Background: an optimization exercise with open tools, aiming at a short achievable clock period and few clock cycles. Do not read the settings as production practice. In this exercise RTL edits were held to simulation tests only and were not proved equivalent to the original. Power is estimated from default activity; no workload was simulated.

`design.v`:
```
module remi16_core (
    input  wire        clk,
    input  wire        rst,           
    input  wire        start,         
    input  wire        mode,          
    output wire        ready,
    output reg         done,
    output reg  [1:0]  outcome,       
    output reg  [2:0]  fault_code,    
    input  wire [3:0]  dbg_sel,
    output wire [15:0] dbg_rdata,
    input  wire [14:0] prog_n,        
    output wire [13:0] imem_addr,     
    input  wire [31:0] imem_rdata,
    output wire        dmem_req,
    output wire        dmem_we,
    output wire [17:0] dmem_addr,     
    output wire [7:0]  dmem_wdata,
    input  wire        dmem_gnt,
    input  wire [7:0]  dmem_rdata     
);
    localparam [1:0] OUT_CONTINUE = 2'd0, OUT_HALT = 2'd1, OUT_FAULT = 2'd2;
    localparam [2:0] F_BUS = 3'd1, F_OPCODE = 3'd2, F_REG = 3'd3, F_FETCH = 3'd4;
    reg         run;             
    reg         idle;            
    reg         mode_r;          
    reg  [14:0] pn;              
    reg         d_once;          
    reg         wait_ldpc;       
    reg         pcfix;           
    reg         sfin;            
    reg  [15:0] sfin_pc;
    reg  [15:0] x [0:15];
    reg  [15:0] dbg_q;
    reg  [15:0] fpc;             
    reg         fly;             
    reg  [15:0] ipc;             
    reg  [1:0]  cnt;
    reg  [15:0] q_pc   [0:2];
    reg         q_end  [0:2];    
    reg  [3:0]  q_ff   [0:2];    
    reg         q_mem  [0:2];
    reg         q_st   [0:2];
    reg         q_ld   [0:2];
    reg         q_lit  [0:2];
    reg         q_mov  [0:2];
    reg         q_add  [0:2];
    reg         q_hi7  [0:2];    
    reg         q_mid7 [0:2];    
    reg  [23:0] q_w    [0:2];    
    reg  [15:0] h_ohA, h_ohB;    
    reg  [15:0] h_smask;         
    reg         h_fEA, h_fWA;    
    reg         h_fEB, h_fWB;
    reg         ev;
    reg  [15:0] e_a, e_b;
    reg         e_we;
    reg  [3:0]  e_dest;
    reg         e_pcres;         
    reg         e_movpc;         
    reg  [15:0] e_npc;
    reg         m_v, m_ph, m_we, m_lw;
    reg  [17:0] m_cur, m_a1;
    reg  [7:0]  m_wd, m_hi;
    reg  [3:0]  m_dest;
    localparam NB = 3;
    reg  [1:0]  bcnt;
    reg         b_we [0:NB-1];
    reg         b_lw [0:NB-1];   
    reg  [15:0] b_ea [0:NB-1];
    reg  [1:0]  b_mb [0:NB-1];
    reg  [15:0] b_d  [0:NB-1];
    reg  [3:0]  b_dest [0:NB-1];
    reg         rd0, wbv;
    reg  [3:0]  wb_dest;
    reg  [7:0]  lo;
    reg  [15:0] pend;            
    function [15:0] oh;
        input [3:0] r;
        oh = 16'd1 << r;
    endfunction
    function [15:0] smask_of;
        input       useA;
        input [3:0] sA;
        input       useB;
        input [3:0] sB;
        input       useM;
        smask_of = ((useA && sA != 4'd0) ? oh(sA) : 16'd0) |
                   ((useB && sB != 4'd0) ? oh(sB) : 16'd0) |
                   (useM ? 16'h0020 : 16'd0);
    endfunction
    function [17:0] phys;
        input [15:0] a;
        input [1:0]  mb;
        phys = a[15] ? {({1'b0, mb} + 3'd1), a[14:0]} : {3'd0, a[14:0]};
    endfunction
    wire        m_acc    = m_v && dmem_gnt;
    wire        m_last   = m_acc && m_ph;
    wire        m_free   = !m_v || m_last;
    wire        b_any    = (bcnt != 2'd0);
    wire        ho_ok    = !m_v || (bcnt < NB);
    wire [15:0] ldval    = {dmem_rdata, lo};
    wire        drain_ok = !b_any && (!m_v || (m_last && m_we));
    reg  [15:0] b_live;          
    integer j;
    always @(*) begin
        b_live = 16'd0;
        for (j = 0; j < NB; j = j + 1)
            if (j < bcnt && b_lw[j]) b_live = b_live | oh(b_dest[j]);
    end
    assign dmem_req   = m_v && !rst;
    assign dmem_we    = m_we;
    assign dmem_addr  = m_cur;
    assign dmem_wdata = m_wd;
    wire [31:0] iw  = imem_rdata;
    wire [7:0]  iop = iw[7:0];
    wire [7:0]  ia0 = iw[15:8];
    wire [7:0]  ia1 = iw[23:16];
    wire [7:0]  ia2 = iw[31:24];
    wire i_fb   = (ipc[1:0] != 2'b00) || ({1'b0, ipc[15:2]} >= pn);
    wire i_bop  = (iop > 8'd6);
    reg  i_breg;
    always @(*) begin
        case (iop)
            8'h02, 8'h05: i_breg = (ia2[7:4] != 4'd0);
            8'h03, 8'h06: i_breg = (ia0[7:4] != 4'd0) || (ia1[7:4] != 4'd0);
            8'h04:        i_breg = (ia0[7:4] != 4'd0);
            default:      i_breg = 1'b0;
        endcase
    end
    wire        i_st   = (iop == 8'h04);
    wire        i_ld   = (iop == 8'h05);
    wire        i_lit  = (iop == 8'h02);
    wire        i_mov  = (iop == 8'h03);
    wire        i_add  = (iop == 8'h06);
    wire        i_bbus = (i_st && iw[31:16] == 16'hFFFF) || (i_ld && iw[23:8] == 16'hFFFF);
    wire        i_end  = i_fb || i_bop || i_breg || i_bbus || (iop == 8'h01);
    wire [3:0]  i_sA   = ia0[3:0];
    wire [3:0]  i_sB   = ia1[3:0];
    wire        i_hi7  = iw[31] || iw[31:16] == 16'h7FFF;
    wire        i_mid7 = iw[23] || iw[23:8] == 16'h7FFF;
    wire [15:0] i_tgt  = iw[23:8] + 16'd4;
    wire        i_jmp  = fly && i_lit && (ia2 == 8'h00) && (iw[23:8] != ipc);
    wire [15:0] e_res   = e_a + e_b;
    wire        e_redir = ev && e_movpc && mode_r;
    wire        e_wr    = ev && e_we;
    wire        q0v  = (cnt != 2'd0);
    wire [15:0] hpc  = q_pc[0];
    wire [23:0] hw   = q_w[0];
    wire [3:0]  sA   = hw[3:0];
    wire [3:0]  sB   = hw[11:8];
    wire [3:0]  a2n  = hw[19:16];
    wire        d_lit = q_lit[0], d_mov = q_mov[0], d_add = q_add[0];
    wire        d_st  = q_st[0],  d_ld  = q_ld[0];
    wire        a1z  = (sB == 4'd0);
    wire        a2z  = (a2n == 4'd0);
    wire [3:0]  d_dest = d_mov ? sB : d_add ? 4'd1 : a2n;
    wire        d_d0  = d_mov ? a1z : (!d_add && a2z);
    wire        d_wr  = ((d_lit || d_mov) && !d_d0) || d_add;
    wire        d_b4  = (d_lit || d_mov) && d_d0;
    wire        d_movpc = d_mov && a1z;
    wire        d_ldpc  = d_ld && a2z;
    wire [15:0] d_val = d_st ? hw[23:8] : hw[15:0];
    wire        useA  = d_mov || d_add || d_st;
    wire        useM  = (d_st && q_hi7[0]) || (d_ld && q_mid7[0]);
    function [15:0] rdoh;
        input [15:0] sel;
        input [15:0] v0;
        integer n;
        begin
            rdoh = sel[0] ? v0 : 16'd0;
            for (n = 1; n < 16; n = n + 1)
                rdoh = rdoh | (sel[n] ? x[n] : 16'd0);
        end
    endfunction
    wire [15:0] vA = h_fEA ? e_res : h_fWA ? ldval : rdoh(h_ohA, hpc);
    wire        use_dbg = idle || !q0v || q_end[0] || (!mode_r && d_once) || wait_ldpc || pcfix;
    wire        fEB = use_dbg ? (e_wr && e_dest == dbg_sel) : h_fEB;
    wire        fWB = use_dbg ? (wbv && wb_dest == dbg_sel && wb_dest != 4'd0) : h_fWB;
    wire [15:0] vB  = fEB ? e_res : fWB ? ldval : rdoh(use_dbg ? oh(dbg_sel) : h_ohB, hpc);
    wire [1:0]  vM = (e_wr && e_dest == 4'd5) ? (e_a[1:0] + e_b[1:0]) :
                     (wbv && wb_dest == 4'd5) ? lo[1:0] : x[5][1:0];
    wire d_hz    = |(pend & h_smask);
    wire [3:0] c_oh = {cnt == 2'd3, cnt == 2'd2, cnt == 2'd1, cnt == 2'd0};
    wire d_block = (!mode_r && d_once) || wait_ldpc || pcfix || e_redir;
    wire d_ok    = run && q0v && !d_block;
    wire d_go    = d_ok && !q_end[0] && !d_hz && (!q_mem[0] || ho_ok);
    wire d_alu   = d_go && !q_mem[0];
    wire d_disp  = d_go && q_mem[0];
    wire arr0    = fly && (d_go ? c_oh[1] : c_oh[0]);    
    wire kill    = d_alu && d_wr;         
    wire [3:0] kd = d_dest;
    wire killM   = kill && m_lw && (m_dest == kd);
    wire wbn     = m_last && m_lw && !killM && (m_dest != 4'd0);
    wire [17:0] d_p0 = phys(d_val, vM);
    wire [17:0] d_p1 = phys(d_val + 16'd1, vM);
    wire [17:0] b_p0 = phys(b_ea[0], b_mb[0]);
    wire [17:0] b_p1 = phys(b_ea[0] + 16'd1, b_mb[0]);
    wire [3:0]  qff  = q_ff[0];
    wire [2:0]  d_fc = qff[3] ? F_FETCH : qff[2] ? F_OPCODE : qff[1] ? F_REG :
                       qff[0] ? F_BUS : 3'd0;
    wire f_d   = d_ok && q_end[0] && drain_ok;
    wire f_sm  = sfin && drain_ok;
    wire f_pf  = pcfix && !mode_r;
    wire fin   = run && (f_d || f_sm || f_pf);
    wire [15:0] x0p4 = x[0] + 16'd4;
    reg  [15:0] fin_pc;
    always @(*) begin
        if (f_d)       fin_pc = hpc;
        else if (f_sm) fin_pc = sfin_pc;
        else           fin_pc = x0p4;
    end
    wire [1:0] fin_oc = !f_d ? OUT_CONTINUE : (qff != 4'd0) ? OUT_FAULT : OUT_HALT;
    assign imem_addr = fpc[15:2];
    assign ready     = idle;
    assign dbg_rdata = dbg_q;
    wire redir_ld = pcfix && mode_r;                     
    wire ldpc_go  = d_disp && d_ldpc && mode_r;
    wire issue    = !wait_ldpc && ({1'b0, cnt} + {2'b0, fly} <= 3'd2);
    reg  [15:0] xn0;
    always @(*) begin
        if (rst)                              xn0 = 16'd0;
        else if (fin)                         xn0 = fin_pc;
        else if (wbv && wb_dest == 4'd0)      xn0 = ldval;
        else                                  xn0 = x[0];
    end
    integer i;
    always @(posedge clk) begin
        x[0] <= xn0;
        for (i = 1; i < 16; i = i + 1) begin
            if (rst)                              x[i] <= 16'd0;
            else if (e_wr && e_dest == i)         x[i] <= e_res;
            else if (wbv && wb_dest == i)         x[i] <= ldval;
        end
        if (rst)                                  dbg_q <= 16'd0;
        else if (dbg_sel == 4'd0)                 dbg_q <= xn0;
        else                                      dbg_q <= vB;
    end
    reg [1:0] b_cp;
    reg       b_pop, b_push;
    integer k;
    always @(posedge clk) begin
        rd0 <= 1'b0;
        wbv <= 1'b0;
        done <= 1'b0;
        if (rd0) lo <= dmem_rdata;
        e_a     <= d_lit ? hw[15:0] : vA;
        e_b     <= d_add ? vB : d_b4 ? 16'd4 : 16'd0;
        e_we    <= d_wr;
        e_dest  <= d_dest;
        e_pcres <= d_b4;
        e_movpc <= d_movpc;
        e_npc   <= hpc + 16'd4;
        if (rst) begin
            run       <= 1'b0;
            idle      <= 1'b1;
            mode_r    <= 1'b0;
            d_once    <= 1'b0;
            wait_ldpc <= 1'b0;
            pcfix     <= 1'b0;
            sfin      <= 1'b0;
            pend      <= 16'd0;
            fpc       <= 16'd0;
            fly       <= 1'b0;
            cnt       <= 2'd0;
            ev        <= 1'b0;
            m_v       <= 1'b0;
            bcnt      <= 2'd0;
            outcome   <= OUT_CONTINUE;
            fault_code <= 3'd0;
        end else if (!run) begin
            if (start) begin
                run    <= 1'b1;
                idle   <= 1'b0;
                mode_r <= mode;
                pn     <= prog_n;
                d_once <= 1'b0;
                fly    <= 1'b1;
                ipc    <= fpc;
                fpc    <= fpc + 16'd4;
                cnt    <= 2'd0;
            end
        end else begin
            pend <= (pend & ~(kill ? oh(kd) : 16'd0) &
                     ((m_last && m_lw) ? ~(oh(m_dest) & ~b_live) : 16'hFFFF)) |
                    ((d_disp && d_ld && !a2z) ? oh(a2n) : 16'd0);
            for (j = 0; j < NB; j = j + 1)
                if (kill && b_dest[j] == kd) b_lw[j] <= 1'b0;
            if (killM) m_lw <= 1'b0;
            if (m_acc && !m_ph) begin
                m_ph  <= 1'b1;
                m_cur <= m_a1;
                m_wd  <= m_hi;
                rd0   <= !m_we;
            end
            if (m_last && m_lw && !killM) begin
                wbv     <= 1'b1;
                wb_dest <= m_dest;
            end
            if (m_free) begin
                if (b_any) begin
                    m_v <= 1'b1; m_ph <= 1'b0; m_we <= b_we[0];
                    m_lw <= b_lw[0] && !(kill && b_dest[0] == kd);
                    m_cur <= b_p0; m_a1 <= b_p1;
                    m_wd <= b_d[0][7:0]; m_hi <= b_d[0][15:8]; m_dest <= b_dest[0];
                end else if (d_disp) begin
                    m_v <= 1'b1; m_ph <= 1'b0; m_we <= d_st;
                    m_lw <= !d_st;
                    m_cur <= d_p0; m_a1 <= d_p1;
                    m_wd <= vA[7:0]; m_hi <= vA[15:8]; m_dest <= a2n;
                end else begin
                    m_v <= 1'b0;
                end
            end
            b_pop  = m_free && b_any;
            b_push = d_disp && !(m_free && !b_any);
            b_cp   = bcnt - {1'b0, b_pop};
            bcnt  <= b_cp + {1'b0, b_push};
            for (j = 0; j < NB; j = j + 1) begin
                if (b_push && b_cp == j) begin
                    b_we[j] <= d_st; b_lw[j] <= !d_st;
                    b_ea[j] <= d_val; b_mb[j] <= vM;
                    b_d[j] <= vA; b_dest[j] <= a2n;
                end else if (b_pop && j < NB - 1) begin
                    b_we[j] <= b_we[j+1];
                    b_lw[j] <= b_lw[j+1] && !(kill && b_dest[j+1] == kd);
                    b_ea[j] <= b_ea[j+1]; b_mb[j] <= b_mb[j+1];
                    b_d[j] <= b_d[j+1]; b_dest[j] <= b_dest[j+1];
                end
            end
            if (d_go) d_once <= 1'b1;
            ev <= d_alu;
            if (d_disp && !mode_r && !d_ldpc) begin
                sfin    <= 1'b1;
                sfin_pc <= hpc + 16'd4;
            end
            if (ev && !mode_r) begin
                sfin    <= 1'b1;
                sfin_pc <= e_pcres ? e_res : e_npc;
            end
            if (ldpc_go)
                wait_ldpc <= 1'b1;
            if (wbv && wb_dest == 4'd0)
                pcfix <= 1'b1;
            h_fEA <= kill && (arr0 ? (i_sA == kd) : (q_w[1][3:0] == kd));
            h_fEB <= kill && (arr0 ? (i_sB == kd) : (q_w[1][11:8] == kd));
            h_fWA <= wbn && (arr0 ? (i_sA == m_dest) : d_go ? (q_w[1][3:0] == m_dest) : (sA == m_dest));
            h_fWB <= wbn && (arr0 ? (i_sB == m_dest) : d_go ? (q_w[1][11:8] == m_dest) : (sB == m_dest));
            if (arr0) begin
                h_ohA   <= oh(i_sA);
                h_ohB   <= oh(i_sB);
                h_smask <= smask_of(i_mov || i_add || i_st, i_sA, i_add, i_sB,
                                    (i_st && i_hi7) || (i_ld && i_mid7));
            end else if (d_go) begin
                h_ohA   <= oh(q_w[1][3:0]);
                h_ohB   <= oh(q_w[1][11:8]);
                h_smask <= smask_of(q_mov[1] || q_add[1] || q_st[1], q_w[1][3:0],
                                    q_add[1], q_w[1][11:8],
                                    (q_st[1] && q_hi7[1]) || (q_ld[1] && q_mid7[1]));
            end
            if (i_jmp) begin
                fly <= 1'b0;
                fpc <= i_tgt;
            end else begin
                fly <= issue;
                if (issue) begin
                    ipc <= fpc;
                    fpc <= fpc + 16'd4;
                end
            end
            cnt <= cnt - {1'b0, d_go} + {1'b0, fly};
            for (k = 0; k < 3; k = k + 1) begin
                if (fly && (d_go ? c_oh[k+1] : c_oh[k])) begin
                    q_pc[k]    <= ipc;
                    q_end[k]   <= i_end;
                    q_ff[k]    <= {i_fb, i_bop, i_breg, i_bbus};
                    q_mem[k]   <= i_st || i_ld;
                    q_st[k]    <= i_st;
                    q_ld[k]    <= i_ld;
                    q_lit[k]   <= i_lit;
                    q_mov[k]   <= i_mov;
                    q_add[k]   <= i_add;
                    q_hi7[k]   <= i_hi7;
                    q_mid7[k]  <= i_mid7;
                    q_w[k]     <= iw[31:8];
                end else if (d_go && k < 2) begin
                    q_pc[k]    <= q_pc[k+1];
                    q_end[k]   <= q_end[k+1];
                    q_ff[k]    <= q_ff[k+1];
                    q_mem[k]   <= q_mem[k+1];
                    q_st[k]    <= q_st[k+1];
                    q_ld[k]    <= q_ld[k+1];
                    q_lit[k]   <= q_lit[k+1];
                    q_mov[k]   <= q_mov[k+1];
                    q_add[k]   <= q_add[k+1];
                    q_hi7[k]   <= q_hi7[k+1];
                    q_mid7[k]  <= q_mid7[k+1];
                    q_w[k]     <= q_w[k+1];
                end
            end
            if (e_redir) begin
                cnt <= 2'd0;
                fly <= 1'b0;
                fpc <= e_res;
            end
            if (ldpc_go) begin
                cnt <= 2'd0;
                fly <= 1'b0;
            end
            if (redir_ld) begin
                pcfix     <= 1'b0;
                wait_ldpc <= 1'b0;
                cnt <= 2'd0;
                fly <= 1'b0;
                fpc <= x0p4;
            end
            if (fin) begin
                run        <= 1'b0;
                idle       <= 1'b1;
                done       <= 1'b1;
                outcome    <= fin_oc;
                fault_code <= f_d ? d_fc : 3'd0;
                ev         <= 1'b0;
                cnt        <= 2'd0;
                fly        <= 1'b0;
                fpc        <= fin_pc;
                sfin       <= 1'b0;
                pend       <= 16'd0;
                pcfix      <= 1'b0;
                wait_ldpc  <= 1'b0;
            end
        end
    end
endmodule
```
`run.sh`:
```
#!/bin/bash
# synth_recipe.tcl (not shown) runs the flow's synth.tcl, then flattens the netlist and writes it again
# the make line also repeats each setting of config.mk as NAME=value (left out here)
make -C /OpenROAD-flow-scripts/flow DESIGN_CONFIG=/design/flow/config.mk WORK_HOME=/design/flow/orfs CLKGATE_MAP_FILE= SYNTH_SCRIPT=/design/flow/synth_recipe.tcl finish
```
`config.mk`:
```
export PLATFORM = sky130hd
export DESIGN_NAME = remi16_core
export DESIGN_NICKNAME = remi16_core
export VERILOG_FILES = /design/flow/design.v
export SDC_FILE = /design/flow/constraint.sdc
export NUM_CORES = 4
export LEC_CHECK = 0
export ABC_CLOCK_PERIOD_IN_PS = 2500
export CAP_MARGIN = 20
export CORE_MARGIN = 2
export CORE_UTILIZATION = 40
export PLACE_DENSITY = 0.6
export SETUP_SLACK_MARGIN = 3.3
export SLEW_MARGIN = 20
```
`constraint.sdc`:
```
create_clock -name core_clock -period 6.0 [get_ports {clk}]
set_input_delay 1.2000 -clock core_clock [delete_from_list [all_inputs] [get_ports {clk}]]
set_output_delay 1.2000 -clock core_clock [all_outputs]
set_load 0.01 [all_outputs]
```
==> results of run 1 <==
-- layout make-up --
cell class	instances	area, um^2	share of cell area [%]
antenna	9	22.5	0.0366
clock inverter	52	616	1.00
tap	1488	1860	3.03
timing repair buffer	702	8650	14.1
inverter	94	380	0.618
clock buffer	119	2530	4.11
multi-input combinational	3265	26300	42.8
sequential	828	21100	34.3
-- power by group through the flow --
stage / registers, mW / clock network (mW) / logic [mW]
after floorplan: 6.20 / 0 / 0.583
after global placement: 6.26 / 0 / 0.972
after detailed placement: 6.26 / 0 / 0.976
after CTS: 6.13 / 6.02 / 1.23
after global routing: 6.14 / 6.26 / 1.67
final: 6.14 / 6.06 / 1.66
-- worst max-delay path by stage --
stage                       start         end  slack, ps  cells past startpoint
global route             q_end[0]   dbg_q[10]       2850                     13
finish                   q_end[0]   dbg_q[10]       2860                     13
floorplan                dmem_gnt   b_d[0][0]       2210                     12
global placement         dmem_gnt  b_d[0][10]       1280                     10
CTS                 imem_rdata[4]      fpc[2]       3030                     12
detailed placement       dmem_gnt  b_d[0][10]       1190                     10
-- per-stage QoR --
step / cell area (um^2) / util [%] / setup WS (ps) / power (mW) / std cells
6_report: 61500 / 55.7 / 2860 / 13.9 / 6557
4_1_cts: 56100 / 50.8 / 3030 / 13.4 / 6343
3_3_place_gp: 47400 / 42.9 / 1280 / 7.23 / 5892
5_1_grt: 61500 / 55.6 / 2850 / 14.1 / 6550
2_1_floorplan: 45000 / - / 2210 / 6.78 / 4580
3_5_place_dp: 47400 / 42.9 / 1190 / 7.23 / 5893
-- flip-flops by register name (all words and copies together), names as in the netlist, 12 cells and up --
signal and count:
pend 16, b_ea 48, q_pc 48, e_b 16, b_d 48, b_dest 12
q_w 72, e_npc 16, x 256, h_smask 16, dbg_q 16, m_a1 18
h_ohA 16, h_ohB 16, ipc 16, q_ff 12, fpc 16, sfin_pc 16
m_cur 18, e_a 16, pn 15
-- cells in the final DEF (no fill, tap or decap), types with 59 or more instances in the layout --
cell           instances
buf_4                272
o21ai_2               79
nor2_1               420
a22o_1               118
nand2_1              330
mux2i_1              296
a221oi_1              74
dfxtp_1              345
nand2_4               60
a211oi_1             208
inv_1                 81
mux2_2                69
dlygate4sd2_1         67
a21oi_1              131
buf_12                90
nor3_1                59
mux2_4                74
clkbuf_16            126
nand3_1               84
xnor2_1               92
buf_6                117
edfxtp_1             447
o21ai_0               78
-- metal layers --
| layer | part of all wire, % | GRT usage (%) |
|---|---|---|
| met4 | 8.9 | 20.1 |
| met1 | 36 | 45.0 |
| met2 | 41 | 51.1 |
| met3 | 14 | 12.8 |
| met5 | 0.24 | 0.681 |
-- what timing repair did --
action / in CTS / in global routing
cloned: 70 / 45
resized for setup: 739 / 733
pin swaps: 159 / 255
setup endpoints to repair: 1000 / 826
setup buffers: 209 / 159
hold buffers: 0 / 0
-- worst max-delay path, delay by kind of cell, from the launching register on --
family                 cells  cell delay (ps)
AO/OA/AOI/OAI              4              630
flip-flops                 1              500
buffers and inverters      5              710
AND/OR/NAND/NOR            3              820
multiplexers               1              350
-- synth_stat cells, drive strengths merged (13+ instances only) --
library cell / instances
nor2: 492
edfxtp: 447
nand2: 446
dfxtp: 381
clkbuf: 337
mux2i: 316
a211oi: 262
o21ai: 197
a21oi: 176
mux2: 130
a22o: 118
a221oi: 116
xnor2: 103
nand3: 100
inv: 91
buf: 86
nor3: 82
nand4: 54
a22oi: 53
o22ai: 46
ha: 45
xor2: 37
and3: 31
nand2b: 31
nor4: 29
a31oi: 28
or3: 27
and4: 22
nor2b: 22
a31o: 20
o211ai: 20
o21a: 20
o31ai: 19
a21o: 16
and2: 16
o41ai: 13
-- logic make-up after synthesis --
group | after synthesis
flip-flops | 828
AO/OA/AOI/OAI | 1198
multiplexers | 446
AND/OR/NAND/NOR | 1405
adder cells (fa/ha/maj) | 46
buffers and inverters | 517
XOR/XNOR | 140
==> results.toml, run 1 <==
[worst_setup_path]
r2r_start = "q_end[0]"
worstPathMaxFanout = 5
reg2reg_to = "dbg_q[10]"
r2r_slack_ps = 2860
crit_path_frequent_cell = "buf_12"
worstSetupEndpointType = "flip-flop"
cp-start-kind = "flip-flop"
required_ps = 6600
crit_type = "flip-flop to flip-flop"
cpPeakStageDelay_ps = 500
slowest_stage = "edfxtp_1"
rr_worst_depth = 13
cp.arrival_ps = 3740
cp_cell_sequence = "nor3_2 > and4b_2 > buf_12 > buf_12 > buf_16 > mux2_4 > buf_12 > a22o_1 > a221oi_2 > and4_4 > buf_12 > a21oi_4 > o21a_1"

[synth]
ys_ff_latch = 828
yosys.area.top_type = "edfxtp_1"
async_reset_ff_share_pct = 0
yosysWarnings = 20
syn_inst = 4580
mappedNetlistNets = 4690
syn_area_mm2 = 0.0445
yosys-top-cells-area = "edfxtp_1 (30%), dfxtp_1 (17%), mux2i_1 (7.1%)"
avgSynthCellArea_um2 = 9.71
synth_top_area_share_pct = 30.2
synth_compound_area_share_pct = 19.1
synth_edf_count = 447
synthAdderAreaFrac_pct = 1.31
synth.mux.area_fraction_pct = 10.4
seq_area_frac_synth_pct = 47.3
synth_top_family_by_area = "compound AO/OA/AOI/OAI gates"
yosysUniqueCellTypes = 100
synth_flop_cell = "edfxtp_1"
synth-xor-area-share_pct = 2.76
synthSimpleGateAreaFrac_pct = 14.4

[power_and_ir_drop]
seqPwrFrac_pct = 44.3
p_sw_share_pct = 26.9
pwr-share-comb_pct = 12.0
powerDensity_mw_per_mm2 = 225
clkPwrFrac_pct = 43.7
power.switching_mw = 3.72
vdd_drop_max_uv = 232
p_int_mw = 10.1
p_leak_nw = 23.1

[outcome]
status = "timing/DRC/antenna clean"

[sta]
clock.fmax_mhz = 318
drv_slew = 0
skew_ps = 55.3
finalSetupViolations = 0
tightest_slew_ps = 1210
hold_viol_final = 0
max-slew-margin-rel_pct = 19.0
setup_tns_ps = 0
rsz0062_at_grt = "true"
fin_crit_sh_pct = 52.3
fin_crit_ps = 3140
hold-worst-slack_ps = 463

[clocking]
clkTransAtPathRegs_ps = 60
root_buffer = "clkbuf_16"
cts_tree = "done"
clock_latency_ps = 740
numCtsBuffers = 91
htreeDepth = 3
cts_buffer_depth = 3
cts_sinks = 828

[placement]
port_buffers = 128
place_congestion = 0.995
dpl.hpwl_mm = 118

[grt]
grt_pass1_wl_mm = 289
grt_overflow = 0
grt.total_usage_pct = 35.2
grt_pass1_vias = 39000
grt_max_degree = 181
antenna_found_initial = 23

[job]
max-cap-violations = 0

[die]
die-area_mm2 = 0.114
ios = 129
die_y_um = 337
start_util_pct = 40.2
core-area_mm2 = 0.111
fp-row-count = 122
die_x_um = 337

[routing]
ant_nets = 0
drt-total-wl_mm = 219
drt_iter0_drc = 7733
wl_per_cell_um = 33.4
routed-via-count = 44200
vias_per_cell = 6.73
drcViolationCount = 0
drt_pass1_iterations = 14

[cells_and_area]
syn_to_final_growth_pct = 38.3
drive_above_1_share_pct = 32.2
fill_cells = 9186
nets = 5092

[min_path]
hold_class = "flip-flop to flip-flop"
min_to = "ipc[0]"
hold_path.startpoint = "fpc[0]"
hold_depth = 0
Testbench counts, summed over its fixed seeds: cycles 7,821.
==> run 2, diff against run 1 <==
--- a/design.v
+++ b/design.v
@@ -64,7 +64,7 @@
     reg  [7:0]  m_wd, m_hi;
     reg  [3:0]  m_dest;
     localparam NB = 3;
-    reg  [1:0]  bcnt;
+    reg  [1:0]  bcnt, b_rp, b_wp;
     reg         b_we [0:NB-1];
     reg         b_lw [0:NB-1];   
     reg  [15:0] b_ea [0:NB-1];
@@ -89,6 +89,28 @@
                    ((useB && sB != 4'd0) ? oh(sB) : 16'd0) |
                    (useM ? 16'h0020 : 16'd0);
     endfunction
+    function [15:0] add16;
+        input [15:0] a;
+        input [15:0] b;
+        reg   [15:0] p0, g, p, gn, pn;
+        integer lv, n;
+        begin
+            p0 = a ^ b;
+            g  = a & b;
+            p  = p0;
+            for (lv = 1; lv < 16; lv = lv * 2) begin
+                gn = g;
+                pn = p;
+                for (n = lv; n < 16; n = n + 1) begin
+                    gn[n] = g[n] | (p[n] & g[n - lv]);
+                    pn[n] = p[n] & p[n - lv];
+                end
+                g = gn;
+                p = pn;
+            end
+            add16 = p0 ^ {g[14:0], 1'b0};
+        end
+    endfunction
     function [17:0] phys;
         input [15:0] a;
         input [1:0]  mb;
@@ -102,11 +124,21 @@
     wire [15:0] ldval    = {dmem_rdata, lo};
     wire        drain_ok = !b_any && (!m_v || (m_last && m_we));
     reg  [15:0] b_live;          
+    wire [2:0]  b_liv = (bcnt == 2'd0) ? 3'b000 :
+                        (bcnt == 2'd1) ? (3'b001 << b_rp) :
+                        (bcnt == 2'd2) ? ((b_rp == 2'd0) ? 3'b011 : (b_rp == 2'd1) ? 3'b110 : 3'b101) :
+                        3'b111;
+    wire        bh_we   = b_we[b_rp];
+    wire        bh_lw   = b_lw[b_rp];
+    wire [15:0] bh_ea   = b_ea[b_rp];
+    wire [1:0]  bh_mb   = b_mb[b_rp];
+    wire [15:0] bh_d    = b_d[b_rp];
+    wire [3:0]  bh_dest = b_dest[b_rp];
     integer j;
     always @(*) begin
         b_live = 16'd0;
         for (j = 0; j < NB; j = j + 1)
-            if (j < bcnt && b_lw[j]) b_live = b_live | oh(b_dest[j]);
+            if (b_liv[j] && b_lw[j]) b_live = b_live | oh(b_dest[j]);
     end
     assign dmem_req   = m_v && !rst;
     assign dmem_we    = m_we;
@@ -140,8 +172,8 @@
     wire        i_hi7  = iw[31] || iw[31:16] == 16'h7FFF;
     wire        i_mid7 = iw[23] || iw[23:8] == 16'h7FFF;
     wire [15:0] i_tgt  = iw[23:8] + 16'd4;
-    wire        i_jmp  = fly && i_lit && (ia2 == 8'h00) && (iw[23:8] != ipc);
-    wire [15:0] e_res   = e_a + e_b;
+    wire        i_jmp  = fly && ({iw[31:24], iw[7:0]} == 16'h0002) && (iw[23:8] != ipc);
+    wire [15:0] e_res   = add16(e_a, e_b);
     wire        e_redir = ev && e_movpc && mode_r;
     wire        e_wr    = ev && e_we;
     wire        q0v  = (cnt != 2'd0);
@@ -174,10 +206,7 @@
         end
     endfunction
     wire [15:0] vA = h_fEA ? e_res : h_fWA ? ldval : rdoh(h_ohA, hpc);
-    wire        use_dbg = idle || !q0v || q_end[0] || (!mode_r && d_once) || wait_ldpc || pcfix;
-    wire        fEB = use_dbg ? (e_wr && e_dest == dbg_sel) : h_fEB;
-    wire        fWB = use_dbg ? (wbv && wb_dest == dbg_sel && wb_dest != 4'd0) : h_fWB;
-    wire [15:0] vB  = fEB ? e_res : fWB ? ldval : rdoh(use_dbg ? oh(dbg_sel) : h_ohB, hpc);
+    wire [15:0] vB = h_fEB ? e_res : h_fWB ? ldval : rdoh(h_ohB, hpc);
     wire [1:0]  vM = (e_wr && e_dest == 4'd5) ? (e_a[1:0] + e_b[1:0]) :
                      (wbv && wb_dest == 4'd5) ? lo[1:0] : x[5][1:0];
     wire d_hz    = |(pend & h_smask);
@@ -194,8 +223,8 @@
     wire wbn     = m_last && m_lw && !killM && (m_dest != 4'd0);
     wire [17:0] d_p0 = phys(d_val, vM);
     wire [17:0] d_p1 = phys(d_val + 16'd1, vM);
-    wire [17:0] b_p0 = phys(b_ea[0], b_mb[0]);
-    wire [17:0] b_p1 = phys(b_ea[0] + 16'd1, b_mb[0]);
+    wire [17:0] b_p0 = phys(bh_ea, bh_mb);
+    wire [17:0] b_p1 = phys(bh_ea + 16'd1, bh_mb);
     wire [3:0]  qff  = q_ff[0];
     wire [2:0]  d_fc = qff[3] ? F_FETCH : qff[2] ? F_OPCODE : qff[1] ? F_REG :
                        qff[0] ? F_BUS : 3'd0;
@@ -217,6 +246,9 @@
     wire redir_ld = pcfix && mode_r;                     
     wire ldpc_go  = d_disp && d_ldpc && mode_r;
     wire issue    = !wait_ldpc && ({1'b0, cnt} + {2'b0, fly} <= 3'd2);
+    wire [15:0] fpc_o = idle ? (start ? x0p4 : x[0]) : fin ? fin_pc :
+                        e_redir ? e_res : redir_ld ? x0p4 : issue ? fpc + 16'd4 : fpc;
+    wire [15:0] fpc_n = (i_jmp && !idle && !fin && !e_redir && !redir_ld) ? i_tgt : fpc_o;
     reg  [15:0] xn0;
     always @(*) begin
         if (rst)                              xn0 = 16'd0;
@@ -225,6 +257,8 @@
         else                                  xn0 = x[0];
     end
     integer i;
+    always @(posedge clk)
+        fpc <= rst ? 16'd0 : fpc_n;
     always @(posedge clk) begin
         x[0] <= xn0;
         for (i = 1; i < 16; i = i + 1) begin
@@ -234,9 +268,10 @@
         end
         if (rst)                                  dbg_q <= 16'd0;
         else if (dbg_sel == 4'd0)                 dbg_q <= xn0;
-        else                                      dbg_q <= vB;
+        else if (e_wr && e_dest == dbg_sel)       dbg_q <= e_res;
+        else if (wbv && wb_dest == dbg_sel)       dbg_q <= ldval;
+        else                                      dbg_q <= x[dbg_sel];
     end
-    reg [1:0] b_cp;
     reg       b_pop, b_push;
     integer k;
     always @(posedge clk) begin
@@ -260,12 +295,13 @@
             pcfix     <= 1'b0;
             sfin      <= 1'b0;
             pend      <= 16'd0;
-            fpc       <= 16'd0;
             fly       <= 1'b0;
             cnt       <= 2'd0;
             ev        <= 1'b0;
             m_v       <= 1'b0;
             bcnt      <= 2'd0;
+            b_rp      <= 2'd0;
+            b_wp      <= 2'd0;
             outcome   <= OUT_CONTINUE;
             fault_code <= 3'd0;
         end else if (!run) begin
@@ -276,8 +312,7 @@
                 pn     <= prog_n;
                 d_once <= 1'b0;
                 fly    <= 1'b1;
-                ipc    <= fpc;
-                fpc    <= fpc + 16'd4;
+                ipc    <= x[0];
                 cnt    <= 2'd0;
             end
         end else begin
@@ -285,7 +320,7 @@
                      ((m_last && m_lw) ? ~(oh(m_dest) & ~b_live) : 16'hFFFF)) |
                     ((d_disp && d_ld && !a2z) ? oh(a2n) : 16'd0);
             for (j = 0; j < NB; j = j + 1)
-                if (kill && b_dest[j] == kd) b_lw[j] <= 1'b0;
+                if (kill && b_dest[j] == kd && b_liv[j]) b_lw[j] <= 1'b0;
             if (killM) m_lw <= 1'b0;
             if (m_acc && !m_ph) begin
                 m_ph  <= 1'b1;
@@ -298,34 +333,29 @@
                 wb_dest <= m_dest;
             end
             if (m_free) begin
+                m_ph <= 1'b0;
                 if (b_any) begin
-                    m_v <= 1'b1; m_ph <= 1'b0; m_we <= b_we[0];
-                    m_lw <= b_lw[0] && !(kill && b_dest[0] == kd);
+                    m_v <= 1'b1; m_we <= bh_we;
+                    m_lw <= bh_lw && !(kill && bh_dest == kd);
                     m_cur <= b_p0; m_a1 <= b_p1;
-                    m_wd <= b_d[0][7:0]; m_hi <= b_d[0][15:8]; m_dest <= b_dest[0];
-                end else if (d_disp) begin
-                    m_v <= 1'b1; m_ph <= 1'b0; m_we <= d_st;
+                    m_wd <= bh_d[7:0]; m_hi <= bh_d[15:8]; m_dest <= bh_dest;
+                end else begin
+                    m_v <= d_disp; m_we <= d_st;
                     m_lw <= !d_st;
                     m_cur <= d_p0; m_a1 <= d_p1;
                     m_wd <= vA[7:0]; m_hi <= vA[15:8]; m_dest <= a2n;
-                end else begin
-                    m_v <= 1'b0;
                 end
             end
             b_pop  = m_free && b_any;
             b_push = d_disp && !(m_free && !b_any);
-            b_cp   = bcnt - {1'b0, b_pop};
-            bcnt  <= b_cp + {1'b0, b_push};
+            bcnt  <= bcnt - {1'b0, b_pop} + {1'b0, b_push};
+            if (b_pop)  b_rp <= (b_rp == 2'd2) ? 2'd0 : b_rp + 2'd1;
+            if (b_push) b_wp <= (b_wp == 2'd2) ? 2'd0 : b_wp + 2'd1;
             for (j = 0; j < NB; j = j + 1) begin
-                if (b_push && b_cp == j) begin
+                if (b_wp == j && bcnt != NB) begin
                     b_we[j] <= d_st; b_lw[j] <= !d_st;
                     b_ea[j] <= d_val; b_mb[j] <= vM;
                     b_d[j] <= vA; b_dest[j] <= a2n;
-                end else if (b_pop && j < NB - 1) begin
-                    b_we[j] <= b_we[j+1];
-                    b_lw[j] <= b_lw[j+1] && !(kill && b_dest[j+1] == kd);
-                    b_ea[j] <= b_ea[j+1]; b_mb[j] <= b_mb[j+1];
-                    b_d[j] <= b_d[j+1]; b_dest[j] <= b_dest[j+1];
                 end
             end
             if (d_go) d_once <= 1'b1;
@@ -358,16 +388,8 @@
                                     q_add[1], q_w[1][11:8],
                                     (q_st[1] && q_hi7[1]) || (q_ld[1] && q_mid7[1]));
             end
-            if (i_jmp) begin
-                fly <= 1'b0;
-                fpc <= i_tgt;
-            end else begin
-                fly <= issue;
-                if (issue) begin
-                    ipc <= fpc;
-                    fpc <= fpc + 16'd4;
-                end
-            end
+            fly <= issue && !i_jmp;
+            ipc <= fpc;      
             cnt <= cnt - {1'b0, d_go} + {1'b0, fly};
             for (k = 0; k < 3; k = k + 1) begin
                 if (fly && (d_go ? c_oh[k+1] : c_oh[k])) begin
@@ -401,7 +423,6 @@
             if (e_redir) begin
                 cnt <= 2'd0;
                 fly <= 1'b0;
-                fpc <= e_res;
             end
             if (ldpc_go) begin
                 cnt <= 2'd0;
@@ -412,7 +433,6 @@
                 wait_ldpc <= 1'b0;
                 cnt <= 2'd0;
                 fly <= 1'b0;
-                fpc <= x0p4;
             end
             if (fin) begin
                 run        <= 1'b0;
@@ -423,7 +443,6 @@
                 ev         <= 1'b0;
                 cnt        <= 2'd0;
                 fly        <= 1'b0;
-                fpc        <= fin_pc;
                 sfin       <= 1'b0;
                 pend       <= 16'd0;
                 pcfix      <= 1'b0;
==> run 2 against run 1 <==
Final area fell by 6.1%. Global-route usage fell by 0.86 points. Cell count fell by 1.4%. Still clean. Critical path type is now input port to flip-flop. Non-clock buffer count fell by 151.
==> results.toml, run 2 <==
[die]
die_y_um = 340
core-area_mm2 = 0.112
start_util_pct = 40.3
ios = 129
die-area_mm2 = 0.116
die_x_um = 340
fp-row-count = 123

[routing]
drcViolationCount = 0
wl_met2_mm = 87.7
dr_wl_met3_mm = 29.3
routed-via-count = 43500
wl_per_cell_um = 32.8
vias_per_cell = 6.72
drt_pass1_iterations = 12
drt-total-wl_mm = 212
top_layer_used = "met5"
ant_nets = 0
drt_iter0_drc = 7491
wl_met1_mm = 81.5

[sta]
rsz0062_at_grt = "true"
skew_ps = 35.8
tightest_slew_ps = 1230
fin_crit_ps = 3010
max-slew-margin-rel_pct = 17.8
setup_tns_ps = 0
finalSetupViolations = 0
setup_slack_ps = 2990
drv_slew = 0
fin_crit_sh_pct = 50.1
hold_viol_final = 0
clock.fmax_mhz = 332

[worst_setup_path]
cp.arrival_ps = 3600
slowest_stage = "clkdlybuf4s50_1"
cpPeakStageDelay_ps = 600
r2r_start = "cnt[0]"
crit_start = "imem_rdata[30]"
cp-start-kind = "input port"
path_buf_inv = 2
worstSetupEndpointType = "flip-flop"
rr_worst_depth = 9
path_delay_family = "simple AND/OR/NAND/NOR gates"
crit_type = "input port to flip-flop"
crit_path_frequent_cell = "nor4_4"
cp.depth = 9
worstPathMaxFanout = 7
critPathCapture = "fpc[14]"
required_ps = 6590
cp_cell_sequence = "clkdlybuf4s50_1 > nor4_4 > nand2_1 > nor4_4 > nor4b_4 > buf_6 > a221o_2 > nor2_1 > a22o_1"
reg2reg_to = "h_smask[11]"
r2r_slack_ps = 3000

[clocking]
clock_latency_ps = 730
cts_sinks = 832
clkTransAtPathRegs_ps = 60
numCtsBuffers = 93
cts_buffer_depth = 3
htreeDepth = 3
root_buffer = "clkbuf_16"
cts_tree = "done"

[synth]
seq_area_frac_synth_pct = 46.7
synth_top_area_share_pct = 29.6
syn_area_mm2 = 0.0453
yosys.area.top_type = "edfxtp_1"
ys_ff_latch = 832
async_reset_ff_share_pct = 0
synth_flop_cell = "edfxtp_1"
syn_inst = 4681
synth_edf_count = 447
mappedNetlistNets = 4795
ys_top_cells_by_count = "nor2_1 (469), edfxtp_1 (447), nand2_1 (415)"
yosys-top-cells-area = "edfxtp_1 (30%), dfxtp_1 (17%), mux2i_1 (7.1%)"
yosysWarnings = 20
yosysMostFrequentCell = "nor2_1"
yosysUniqueCellTypes = 87
avgSynthCellArea_um2 = 9.67

[grt]
antenna_found_initial = 9
grt_max_degree = 105
grt_overflow = 0
grt.total_usage_pct = 34.3
grt_pass1_wl_mm = 291
grt_pass1_vias = 39400

[power_and_ir_drop]
p_total_mw = 14.3
vdd_drop_max_uv = 223
p_leak_nw = 20.7
powerDensity_mw_per_mm2 = 248

[cells_and_area]
final_area_mm2 = 0.0577
max_flop_register = "x"
layout_common_cells = "edfxtp_1 (447), nor2_1 (427), nand2_1 (374), dfxtp_1 (353), mux2i_1 (305)"
largest_reg_flops = 256
reg.largest.list = "x (256), q_w (72)"
final_common_cell = "edfxtp_1"
drive_above_1_share_pct = 23.3
nets = 4997
syn_to_final_growth_pct = 27.5

[outcome]
status = "timing/DRC/antenna clean"

[min_path]
hold_class = "flip-flop to flip-flop"

[placement]
place_area_mm2 = 0.0486
place_congestion = 0.996
port_buffers = 128
pre_cts_slack_ps = 814
dpl.hpwl_mm = 127

[job]
max-cap-violations = 0
run 2: kinds of logic (layout without fill, tap and decap cells):
logic type / Yosys count / in the layout / synth area share, %
buf+inv: 546 / 808 / 4.71
flops: 832 / 832 / 46.7
other cells: 0 / 6 / 0
mux: 413 / 413 / 9.38
simple gates: 1387 / 1401 / 14.2
compound gates: 1298 / 1301 / 20.7
xor+xnor: 155 / 156 / 3.00
fa+ha+maj: 50 / 50 / 1.40
run 2: worst min-delay path by stage:
stage | from | to | cells after the start
finish | pend[15] | pend[15] | 2
global route | pend[9] | pend[9] | 2
CTS | pend[13] | pend[13] | 2
detailed placement | pend[0] | pend[0] | 2
global placement | pend[0] | pend[0] | 2
floorplan | q_pc[0][1] | e_npc[1] | 0
run 2: timing repair:
action / 4_1_cts / 5_1_grt
setup buffers: 143 / 99
endpoints found under the setup margin: 783 / 458
gates resized for setup: 500 / 404
gates cloned: 23 / 23
pin swaps: 110 / 151
hold buffers: 0 / 0
run 2: layer usage:
layer,vias up,track usage (%)
met1,21100,44.8
met4,13,17.2
met2,3290,49.6
met3,904,12.8
li1,18200,-
met5,-,0.327
run 2: through the flow:
step           instances  util (%)  hold WS, ps
2_1_floorplan       4681         -          408
6_report            6467      51.4          472
3_3_place_gp        5999      43.2          437
4_1_cts             6338      48.9          468
3_5_place_dp        5999      43.2          445
5_1_grt             6462      51.4          486
run 2: area by class of cell:
class	count	area, um^2
fill	10000	54600
multi-input combinational	3321	25300
sequential	832	21200
timing repair buffer	551	5850
clock buffer	126	2650
tap	1500	1880
clock inverter	47	477
inverter	84	332
antenna	6	15.0
run 2: where the power goes:
part | switching [mW] | internal, mW
clock network | 2.60 | 3.30
logic | 1.41 | 0.802
registers | 0.0987 | 6.11
run 2: worst reg2reg max path, stage by stage (launching register included):
cell and delay [ps]:
dfxtp_1 460, clkinv_1 480, nand2_4 740, nand2_8 130
buf_6 150, buf_8 130, buf_6 120, and3_1 140
a31oi_1 220, o221ai_4 170
Testbench counts of run 2, summed over its fixed seeds: cycles 7,821.
==> run 3, diff against run 2 <==
--- a/config.mk
+++ b/config.mk
@@ -10,5 +10,5 @@
 export CORE_MARGIN = 2
 export CORE_UTILIZATION = 40
 export PLACE_DENSITY = 0.6
-export SETUP_SLACK_MARGIN = 3.3
+export SETUP_SLACK_MARGIN = 3.1
 export SLEW_MARGIN = 20
==> run 3 against run 2 <==
First-iteration DRC count down 4.1%. Clock skew increased by 9.3 ps. Setup slack better by 2.5 ps. Largest power group unchanged. Sequential power barely moved. Synthesized area did not move. Register-to-register slack gained 40 ps. Clock power grew 5.3%. Cell count down 2.3%. Still clean on timing, DRC and antenna. Global-route usage decreased by 0.72 points.
==> results.toml, run 3 <==
[clocking]
cts_buffer_depth = 3
cts_sinks = 832
cts_tree = "done"
cts_hold_buf = 0
clkTransAtPathRegs_ps = 60
root_buffer = "clkbuf_16"
numCtsBuffers = 94
clock_latency_ps = 710
htreeDepth = 3

[grt]
grt.total_usage_pct = 33.6
grt_pass1_wl_mm = 286
grt_overflow = 0
grtUsageMet2_pct = 47.0
met3_usage_pct = 13.3
top_usage_layer = "met2"
grt_util_met1_pct = 44.8
grt_max_degree = 86
antenna_found_initial = 13
grt_pass1_vias = 38900

[worst_setup_path]
cp.arrival_ps = 3580
worstSetupEndpointType = "flip-flop"
r2r_slack_ps = 3040
cpPeakStageDelay_ps = 520
crit_start = "imem_rdata[6]"
worstPathMaxFanout = 8
rr_worst_depth = 7
cp_cell_sequence = "buf_6 > or4_4 > or2_4 > or3_4 > nor4_4 > nor4b_4 > buf_6 > buf_8 > buf_12 > a21oi_2 > o21ai_1 > a21oi_1"
required_ps = 6570
reg2reg_to = "m_hi[1]"
cp-start-kind = "input port"
critPathCapture = "fpc[15]"
slowest_stage = "or4_4"
crit_type = "input port to flip-flop"
crit_path_frequent_cell = "buf_6"
r2r_start = "h_ohA[6]"

[die]
ios = 129
die-area_mm2 = 0.116
die_y_um = 340
start_util_pct = 40.3
core-area_mm2 = 0.112
die_x_um = 340
fp-row-count = 123

[routing]
drt-total-wl_mm = 202
drcViolationCount = 0
vias_per_cell = 6.70
drt_pass1_iterations = 15
ant_nets = 0
drt_iter0_drc = 7185
routed-via-count = 42300
wl_per_cell_um = 32.0

[cells_and_area]
syn_to_final_growth_pct = 20.1
drive_above_1_share_pct = 17.2
final_common_cell = "edfxtp_1"
max_flop_register = "x"
reg.largest.list = "x (256), q_w (72)"
nets = 4842
instances_no_fill = 6316
largest_reg_flops = 256
layout_common_cells = "edfxtp_1 (447), nor2_1 (445), nand2_1 (397), dfxtp_1 (357), mux2i_1 (314)"

[placement]
place_congestion = 1.00
dpl.hpwl_mm = 125
numPlacedInstances = 5992
port_buffers = 128

[min_path]
hold_class = "flip-flop to flip-flop"
hold_path.startpoint = "pend[9]"

[sta]
tightest_slew_ps = 1240
hold-worst-slack_ps = 473
hold_viol_final = 0
skew_ps = 45.0
fin_crit_sh_pct = 50.1
finalSetupViolations = 0
max-slew-margin-rel_pct = 16.8
rsz0062_at_grt = "true"
setup_tns_ps = 0
fin_crit_ps = 3010
drv_slew = 0
clock.fmax_mhz = 333

[synth]
seq_area_frac_synth_pct = 46.7
ys_top_cells_by_count = "nor2_1 (469), edfxtp_1 (447), nand2_1 (415)"
async_reset_ff_share_pct = 0
yosys.area.top_type = "edfxtp_1"
yosys-top-cells-area = "edfxtp_1 (30%), dfxtp_1 (17%), mux2i_1 (7.1%)"
mappedNetlistNets = 4795
yosysWarnings = 20
avgSynthCellArea_um2 = 9.67
ys_ff_latch = 832
syn_area_mm2 = 0.0453
synth_edf_count = 447
yosysUniqueCellTypes = 87
yosysMostFrequentCell = "nor2_1"
synth_flop_cell = "edfxtp_1"
syn_inst = 4681
synth_top_area_share_pct = 29.6

[power_and_ir_drop]
vdd_drop_max_uv = 214
p_leak_nw = 19.2
powerDensity_mw_per_mm2 = 259

[outcome]
status = "timing/DRC/antenna clean"

[job]
max-cap-violations = 0
[run 3: cell counts after synthesis]
No cell type changed its count.
[run 3: worst min path at each step]
stage          depth (start not counted)       end
4_1_cts                                2   pend[0]
2_1_floorplan                          0  e_npc[1]
3_3_place_gp                           2   pend[0]
6_report                               2   pend[9]
5_1_grt                                2   pend[9]
3_5_place_dp                           2   pend[0]
[run 3: worst max-delay path, delay by kind of cell]
family / cells / cell delay [ps]
AND/OR/NAND/NOR: 5 / 1660
AO/OA/AOI/OAI: 3 / 170
buffers and inverters: 4 / 520
[run 3: final cells by class]
cell class	count	area [um^2]
fill	10300	58000
multi-input combinational	3307	23600
sequential	832	21200
timing repair buffer	409	4060
clock buffer	131	2670
tap	1500	1880
clock inverter	46	611
inverter	84	329
antenna	7	17.5
[run 3: repair_timing]
item / in CTS / in global routing
buffers inserted: 90 / 31
gates cloned: 8 / 8
gates resized for setup: 287 / 154
endpoints found under the setup margin: 600 / 243
pin swaps: 51 / 48
[run 3: where the power goes]
part,internal [mW],switching [mW],leakage (nW)
Sequential,6.11,0.102,7.24
Combinational,0.534,1.16,10.3
Clock,3.65,2.56,1.60
Total,10.3,3.82,19.2
[run 3: per-stage QoR]
| stage | setup slack [ps] | utilization, % | cell area, um^2 | power [mW] |
|---|---|---|---|---|
| 2_1_floorplan | 2220 | - | 45600 | 7.04 |
| 3_3_place_gp | 1270 | 43.0 | 48300 | 7.69 |
| 3_5_place_dp | 1250 | 43.0 | 48300 | 7.69 |
| 4_1_cts | 2930 | 47.5 | 53400 | 14.0 |
| 5_1_grt | 2950 | 48.4 | 54400 | 14.4 |
| 6_report | 2990 | 48.4 | 54400 | 14.1 |
[run 3: cells by family (layout without fill, tap and decap cells)]
logic type,count (synthesis),count (layout),synth area share [%]
simple gates,1387,1389,14.2
compound gates,1298,1299,20.7
flops,832,832,46.7
buf+inv,546,670,4.71
mux,413,413,9.38
xor+xnor,155,156,3.00
fa+ha+maj,50,50,1.40
other cells,0,7,0
[run 3: routing by layer]
metal  vias up  routed length, um
li1      17800                  -
met1     20400              79400
met2      3160              81700
met3       882              27900
met4        14              12800
met5         -                152
==> run 4, diff against run 3 <==
--- a/design.v
+++ b/design.v
@@ -176,7 +176,7 @@
     wire [15:0] e_res   = add16(e_a, e_b);
     wire        e_redir = ev && e_movpc && mode_r;
     wire        e_wr    = ev && e_we;
-    wire        q0v  = (cnt != 2'd0);
+    wire        q0v  = !c_oh[0];
     wire [15:0] hpc  = q_pc[0];
     wire [23:0] hw   = q_w[0];
     wire [3:0]  sA   = hw[3:0];
@@ -210,7 +210,7 @@
     wire [1:0]  vM = (e_wr && e_dest == 4'd5) ? (e_a[1:0] + e_b[1:0]) :
                      (wbv && wb_dest == 4'd5) ? lo[1:0] : x[5][1:0];
     wire d_hz    = |(pend & h_smask);
-    wire [3:0] c_oh = {cnt == 2'd3, cnt == 2'd2, cnt == 2'd1, cnt == 2'd0};
+    reg  [3:0] c_oh;             
     wire d_block = (!mode_r && d_once) || wait_ldpc || pcfix || e_redir;
     wire d_ok    = run && q0v && !d_block;
     wire d_go    = d_ok && !q_end[0] && !d_hz && (!q_mem[0] || ho_ok);
@@ -257,6 +257,13 @@
         else                                  xn0 = x[0];
     end
     integer i;
+    wire [1:0] cnt_n = idle ? 2'd0 :
+                       (e_redir || ldpc_go || redir_ld || fin) ? 2'd0 :
+                       cnt - {1'b0, d_go} + {1'b0, fly};
+    always @(posedge clk) begin
+        cnt  <= rst ? 2'd0 : cnt_n;
+        c_oh <= rst ? 4'b0001 : (4'b0001 << cnt_n);
+    end
     always @(posedge clk)
         fpc <= rst ? 16'd0 : fpc_n;
     always @(posedge clk) begin
@@ -296,7 +303,6 @@
             sfin      <= 1'b0;
             pend      <= 16'd0;
             fly       <= 1'b0;
-            cnt       <= 2'd0;
             ev        <= 1'b0;
             m_v       <= 1'b0;
             bcnt      <= 2'd0;
@@ -313,7 +319,6 @@
                 d_once <= 1'b0;
                 fly    <= 1'b1;
                 ipc    <= x[0];
-                cnt    <= 2'd0;
             end
         end else begin
             pend <= (pend & ~(kill ? oh(kd) : 16'd0) &
@@ -390,7 +395,6 @@
             end
             fly <= issue && !i_jmp;
             ipc <= fpc;      
-            cnt <= cnt - {1'b0, d_go} + {1'b0, fly};
             for (k = 0; k < 3; k = k + 1) begin
                 if (fly && (d_go ? c_oh[k+1] : c_oh[k])) begin
                     q_pc[k]    <= ipc;
@@ -421,17 +425,14 @@
                 end
             end
             if (e_redir) begin
-                cnt <= 2'd0;
                 fly <= 1'b0;
             end
             if (ldpc_go) begin
-                cnt <= 2'd0;
                 fly <= 1'b0;
             end
             if (redir_ld) begin
                 pcfix     <= 1'b0;
                 wait_ldpc <= 1'b0;
-                cnt <= 2'd0;
                 fly <= 1'b0;
             end
             if (fin) begin
@@ -441,7 +442,6 @@
                 outcome    <= fin_oc;
                 fault_code <= f_d ? d_fc : 3'd0;
                 ev         <= 1'b0;
-                cnt        <= 2'd0;
                 fly        <= 1'b0;
                 sfin       <= 1'b0;
                 pend       <= 16'd0;
==> run 4 against run 3 <==
Still clean on timing, DRC and antenna. Core utilization rose by 0.19 points. Maximum frequency increased by 2.3%. Count of clock-buffer cells in the layout is 12 lower. Critical path depth shrank 3.
==> results.toml, run 4 <==
[outcome]
status = "timing/DRC/antenna clean"

[placement]
place_area_mm2 = 0.0486
dpl.hpwl_mm = 140
pre_cts_slack_ps = 1110
place_congestion = 1.03
port_buffers = 128

[die]
core-area_mm2 = 0.113
ios = 129
fp-row-count = 123
die_y_um = 342
die-area_mm2 = 0.117
start_util_pct = 40.5
die_x_um = 342

[clocking]
clkTransAtPathRegs_ps = 60
cts_hold_buf = 0
numCtsBuffers = 93
root_buffer = "clkbuf_16"
clock_latency_ps = 730
cts_tree = "done"
cts_sinks = 836
htreeDepth = 3
cts_buffer_depth = 3

[power_and_ir_drop]
p_leak_nw = 19.3
powerDensity_mw_per_mm2 = 269
vdd_drop_max_uv = 224

[grt]
grtUsageMet2_pct = 52.8
top_usage_layer = "met2"
grt_util_met1_pct = 47.7
grt_overflow = 0
grt_pass1_wl_mm = 308
antenna_found_initial = 24
grt_max_degree = 85
grt_pass1_vias = 40800
grt.total_usage_pct = 36.5
met3_usage_pct = 13.4

[sta]
setup_tns_ps = 0
skew_ps = 45.5
clock.fmax_mhz = 340
setup_slack_ps = 3060
fin_crit_ps = 2940
tightest_slew_ps = 1300
rsz0062_at_grt = "true"
max-slew-margin-rel_pct = 12.4
drv_slew = 0
fin_crit_sh_pct = 49.0
hold_viol_final = 0
finalSetupViolations = 0
hold-worst-slack_ps = 492

[min_path]
hold_class = "flip-flop to flip-flop"

[worst_setup_path]
slowest_stage = "buf_2"
worstSetupEndpointType = "flip-flop"
cp-start-kind = "input port"
worstPathMaxFanout = 18
cpPeakStageDelay_ps = 430
crit_type = "input port to flip-flop"
cp_cell_sequence = "buf_2 > and4b_4 > buf_4 > a222oi_1 > nand3_1 > o22ai_1 > o211ai_1 > o21ai_0 > o2bb2ai_1"
cp.arrival_ps = 3520
required_ps = 6580
r2r_slack_ps = 3070

[synth]
yosys-top-cells-area = "edfxtp_1 (29%), dfxtp_1 (17%), nand2_1 (5.3%)"
yosys.area.top_type = "edfxtp_1"
seq_area_frac_synth_pct = 46.5
synth_flop_cell = "edfxtp_1"
synth.mux.area_fraction_pct = 6.25
syn_area_mm2 = 0.0456
synthAdderAreaFrac_pct = 1.39
ys_ff_latch = 836
ys_top_cells_by_count = "nand2_1 (645), nor2_1 (469), edfxtp_1 (447)"
yosysWarnings = 20
avgSynthCellArea_um2 = 9.31
synth_compound_area_share_pct = 21.1
yosysUniqueCellTypes = 100
async_reset_ff_share_pct = 0
mappedNetlistNets = 5016
synth_top_area_share_pct = 29.4
synthSimpleGateAreaFrac_pct = 16.7
synth_edf_count = 447
syn_inst = 4902
yosysMostFrequentCell = "nand2_1"
synth_top_family_by_area = "compound AO/OA/AOI/OAI gates"
synth-xor-area-share_pct = 3.17

[cells_and_area]
regArea_mm2 = 0.0213
nets = 5074
largest_reg_flops = 256
multi_input_area_mm2 = 0.0239
fill_cells = 10400
postLayoutCoreUtil_pct = 48.6
drive_above_1_share_pct = 16.4
final_common_cell = "nand2_1"
max_flop_register = "x"
final_area_mm2 = 0.0548
syn_to_final_growth_pct = 20.1
layout_common_cells = "nand2_1 (625), nor2_1 (452), edfxtp_1 (447), dfxtp_1 (354), a22oi_1 (275)"
reg.largest.list = "x (256), q_w (72)"

[routing]
vias_per_cell = 6.76
routed-via-count = 44300
drcViolationCount = 0
wl_per_cell_um = 33.8
drt-total-wl_mm = 221
drt_pass1_iterations = 22
drt_iter0_drc = 7252
ant_nets = 0

[job]
max-cap-violations = 0
-- run 4: what timing repair did --
action / in CTS / in global routing
pin swaps: 43 / 54
cloned: 17 / 7
gates resized for setup: 272 / 177
setup buffers: 100 / 41
setup endpoints to repair: 754 / 469
-- run 4: per-layer routing --
| layer | vias up | wire length (um) |
|---|---|---|
| li1 | 18500 | - |
| met1 | 21400 | 85600 |
| met2 | 3415 | 91100 |
| met3 | 988 | 30600 |
| met4 | 26 | 13700 |
| met5 | - | 171 |
-- run 4: critical path, delay by kind of cell --
family          cells  cell delay [ps]
compound gates      5             1160
simple gates        2              470
buf+inv             2              670
-- run 4: where the power goes --
part | leakage [nW] | internal [mW] | total, mW | switching, mW
registers | 7.31 | 6.14 | 6.24 | 0.103
logic | 10.4 | 0.761 | 2.26 | 1.50
clock network | 1.59 | 3.61 | 6.23 | 2.62
-- run 4: cells by family after synthesis --
kind of cell               after synthesis
buffers and inverters                  555
and+or+nand+nor                       1665
AOI/OAI and AO/OA                     1353
muxes                                  278
adders and majority gates               50
xor gates and xnor gates               165
DFF                                    836
-- run 4: path summary, 6_finish.rpt --
path | startpoint | to | cells past startpoint
hold / removal | pend[9] | pend[9] | 2
hold reg to reg | pend[9] | pend[9] | 2
setup / recovery | dbg_sel[3] | dbg_q[9] | 9
setup reg to reg | q_end[0] | h_fEB | 10
-- run 4: area by class of cell --
type	count	share of cell area, %
well taps	1500	3.42
repair buffers	419	7.46
multi-input cells	3523	43.6
clock inverters	57	1.38
inverters	87	0.623
clock buffers	119	4.66
diodes	8	0.0365
flip-flops and latches	836	38.8
-- run 4: through the flow --
step,total power [mW],std cells
3_5_place_dp,7.95,6199
2_1_floorplan,7.17,4902
3_3_place_gp,7.94,6199
5_1_grt,15.0,6541
4_1_cts,14.5,6492
6_report,14.7,6549
Testbench counts of run 4, summed over its fixed seeds: cycles 7,821.
==> run 5, diff against run 4 <==
--- a/config.mk
+++ b/config.mk
@@ -10,5 +10,5 @@
 export CORE_MARGIN = 2
 export CORE_UTILIZATION = 40
 export PLACE_DENSITY = 0.6
-export SETUP_SLACK_MARGIN = 3.1
+export SETUP_SLACK_MARGIN = 3.3
 export SLEW_MARGIN = 20
==> run 5 against run 4 <==
Still clean. Cell count up 2.9%. Clock power down 3.4%. Clock skew up 34 ps. Power rose by 1.5%. Global-route usage increased by 0.35 points. Combinational power grew 19%. Synthesized area is the same. Largest cell class unchanged.
==> results.toml, run 5 <==
[power_and_ir_drop]
seqPwrFrac_pct = 41.8
powerDensity_mw_per_mm2 = 253
pwr-share-comb_pct = 18.0
clkPwrFrac_pct = 40.2
p_int_mw = 10.6
power.switching_mw = 4.37
p_leak_nw = 21.1
p_sw_share_pct = 29.2
vdd_drop_max_uv = 236

[placement]
place_congestion = 1.02
dpl.hpwl_mm = 138
port_buffers = 128
numPlacedInstances = 6209

[synth]
yosysWarnings = 20
seq_area_frac_synth_pct = 46.5
yosys.area.top_type = "edfxtp_1"
yosys-top-cells-area = "edfxtp_1 (29%), dfxtp_1 (17%), nand2_1 (5.3%)"
mappedNetlistNets = 5016
ys_ff_latch = 836
yosysUniqueCellTypes = 100
syn_area_mm2 = 0.0456
ys_top_cells_by_count = "nand2_1 (645), nor2_1 (469), edfxtp_1 (447)"
synth_edf_count = 447
synth_flop_cell = "edfxtp_1"
synth_top_area_share_pct = 29.4
async_reset_ff_share_pct = 0
syn_inst = 4902
yosysMostFrequentCell = "nand2_1"
avgSynthCellArea_um2 = 9.31

[grt]
grt_overflow = 0
grt_pass1_vias = 41500
grt_pass1_wl_mm = 311
grt.total_usage_pct = 36.8
grt_max_degree = 82
antenna_found_initial = 19

[clocking]
numCtsBuffers = 93
cts_tree = "done"
htreeDepth = 3
cts_buffer_depth = 3
clkTransAtPathRegs_ps = 70
cts_hold_buf = 0
cts_sinks = 836
root_buffer = "clkbuf_16"
clock_latency_ps = 730

[routing]
drcViolationCount = 0
ant_nets = 0
wl_per_cell_um = 34.2
routed-via-count = 46100
drt-total-wl_mm = 230
drt_pass1_iterations = 8
drt_iter0_drc = 7989
vias_per_cell = 6.84

[sta]
hold-worst-slack_ps = 466
finalSetupViolations = 0
drv_slew = 0
max-slew-margin-rel_pct = 19.6
rsz0062_at_grt = "true"
fin_crit_ps = 2940
tightest_slew_ps = 1200
fin_crit_sh_pct = 49.1
clock.fmax_mhz = 340
setup_tns_ps = 0
skew_ps = 79.6
hold_viol_final = 0

[cells_and_area]
max_flop_register = "x"
syn_to_final_growth_pct = 29.7
final_common_cell = "nand2_1"
nets = 5265
instances_no_fill = 6737
fill_cells = 9824
postLayoutCoreUtil_pct = 52.5
largest_reg_flops = 256
layout_common_cells = "nand2_1 (540), edfxtp_1 (447), nor2_1 (425), dfxtp_1 (345), buf_4 (293)"
drive_above_1_share_pct = 24.5
reg.largest.list = "x (256), q_w (72)"

[die]
die_x_um = 342
ios = 129
die_y_um = 342
die-area_mm2 = 0.117
core-area_mm2 = 0.113
start_util_pct = 40.5
fp-row-count = 123

[outcome]
status = "timing/DRC/antenna clean"

[worst_setup_path]
worstSetupEndpointType = "flip-flop"
crit_type = "flip-flop to flip-flop"
required_ps = 6420
cp-start-kind = "flip-flop"
cp.arrival_ps = 3370
worstPathMaxFanout = 17
r2r_slack_ps = 3060

[job]
max-cap-violations = 0

[min_path]
hold_class = "flip-flop to flip-flop"
-- run 5: what timing repair did --
item / in CTS / in global routing
endpoints found under the setup margin: 912 / 618
setup buffers: 169 / 99
gates resized for setup: 597 / 456
pin swaps: 109 / 227
gates cloned: 46 / 33
-- run 5: path summary, 6_finish.rpt --
check,from,depth (start not counted),end
hold / removal,outcome[1],2,outcome[1]
setup reg to reg,h_fWA,7,m_hi[6]
hold reg to reg,outcome[1],2,outcome[1]
setup / recovery,h_fWA,7,m_hi[6]
-- run 5: final cells by class --
type                    count  area, um^2  area share [%]
multi-input cells        3528       25600            43.2
clock inverters            51         621            1.05
clock buffers             123        2530            4.28
inverters                  87         367           0.619
repair buffers            605        6900            11.6
diodes                      7        17.5          0.0296
flip-flops and latches    836       21300            36.0
well taps                1500        1880            3.17
-- run 5: cells by family after synthesis --
| kind of cell | share of synthesized area (%) |
|---|---|
| xor+xnor | 3.17 |
| buf+inv | 4.91 |
| simple gates | 16.7 |
| mux | 6.25 |
| flops | 46.5 |
| compound gates | 21.1 |
| fa+ha+maj | 1.39 |
-- run 5: metal layers --
| metal | vias up | part of all wire, % | track usage [%] |
|---|---|---|---|
| met3 | 1130 | 14 | 12.6 |
| met4 | 12 | 7.5 | 20.2 |
| met1 | 22200 | 38 | 47.6 |
| met5 | - | 0.053 | 0.163 |
| li1 | 18900 | - | - |
| met2 | 3876 | 41 | 53.9 |
-- run 5: metrics by stage --
step / power (mW) / setup WS (ps) / cell area, um^2
finish: 15.0 / 3060 / 59200
global route: 15.2 / 2960 / 59200
CTS: 14.5 / 3120 / 55900
detailed placement: 7.94 / 1230 / 48800
global placement: 7.94 / 1280 / 48700
floorplan: 7.18 / 2140 / 46300
-- run 5: worst max-delay path, stage by stage, from the launching register on --
cell,delay [ps]
edfxtp_1,330
buf_4,390
clkinvlp_4,640
o21ai_0,810
nand2_1,150
o21a_4,190
nand2_1,70
o21ai_1,60
-- run 5: power groups by stage --
stage,combinational [mW],clock [mW],sequential [mW]
2_1_floorplan,0.873,0,6.31
3_3_place_gp,1.58,0,6.36
3_5_place_dp,1.58,0,6.36
4_1_cts,2.18,6.03,6.25
5_1_grt,2.69,6.27,6.25
6_report,2.68,6.02,6.25

afterwards: timing with drivers on the ports:
No port has a modelled driver above. Below, the same layouts with a new extraction and two added sets of constraints. Step 1 (the two cells are an assumption about what drives the block):
set clk [get_ports {clk}]
set_driving_cell -lib_cell sky130_fd_sc_hd__clkbuf_16 $clk
set_driving_cell -lib_cell sky130_fd_sc_hd__buf_2 [delete_from_list [all_inputs] $clk]
Step 2 times the ports against the registers' clock, not the clock port: input delays grow and output delays shrink by t, the midpoint of the rising clock arrivals with the driver on. Three values: no drivers, after step 1, after step 2; two values: the first two.
run | t, ns | setup WS [ns] | clock arrival spread, ns | slew at the worst register clock pin (ns) | worst slew at a driven data input, ns
run 1 | 0.782 | 2.860 / 2.860 / 2.103 | 0.060 / 0.061 | 0.08 / 0.08 | 0.20
run 2 | 0.786 | 2.991 / 2.995 / 2.261 | 0.040 / 0.039 | 0.07 / 0.07 | 0.23
run 3 | 0.759 | 2.994 / 2.955 / 2.275 | 0.045 / 0.046 | 0.07 / 0.07 | 0.28
run 4 | 0.782 | 3.062 / 2.977 / 2.196 | 0.048 / 0.047 | 0.07 / 0.07 | 0.20
run 5 | 0.763 | 3.057 / 3.042 / 2.456 | 0.082 / 0.082 | 0.07 / 0.07 | 0.22
After both steps every run listed still meets setup and hold. For run 4, which loses most, drivers alone change the setup slack by -0.085 ns; drivers and shift together by -0.866 ns.
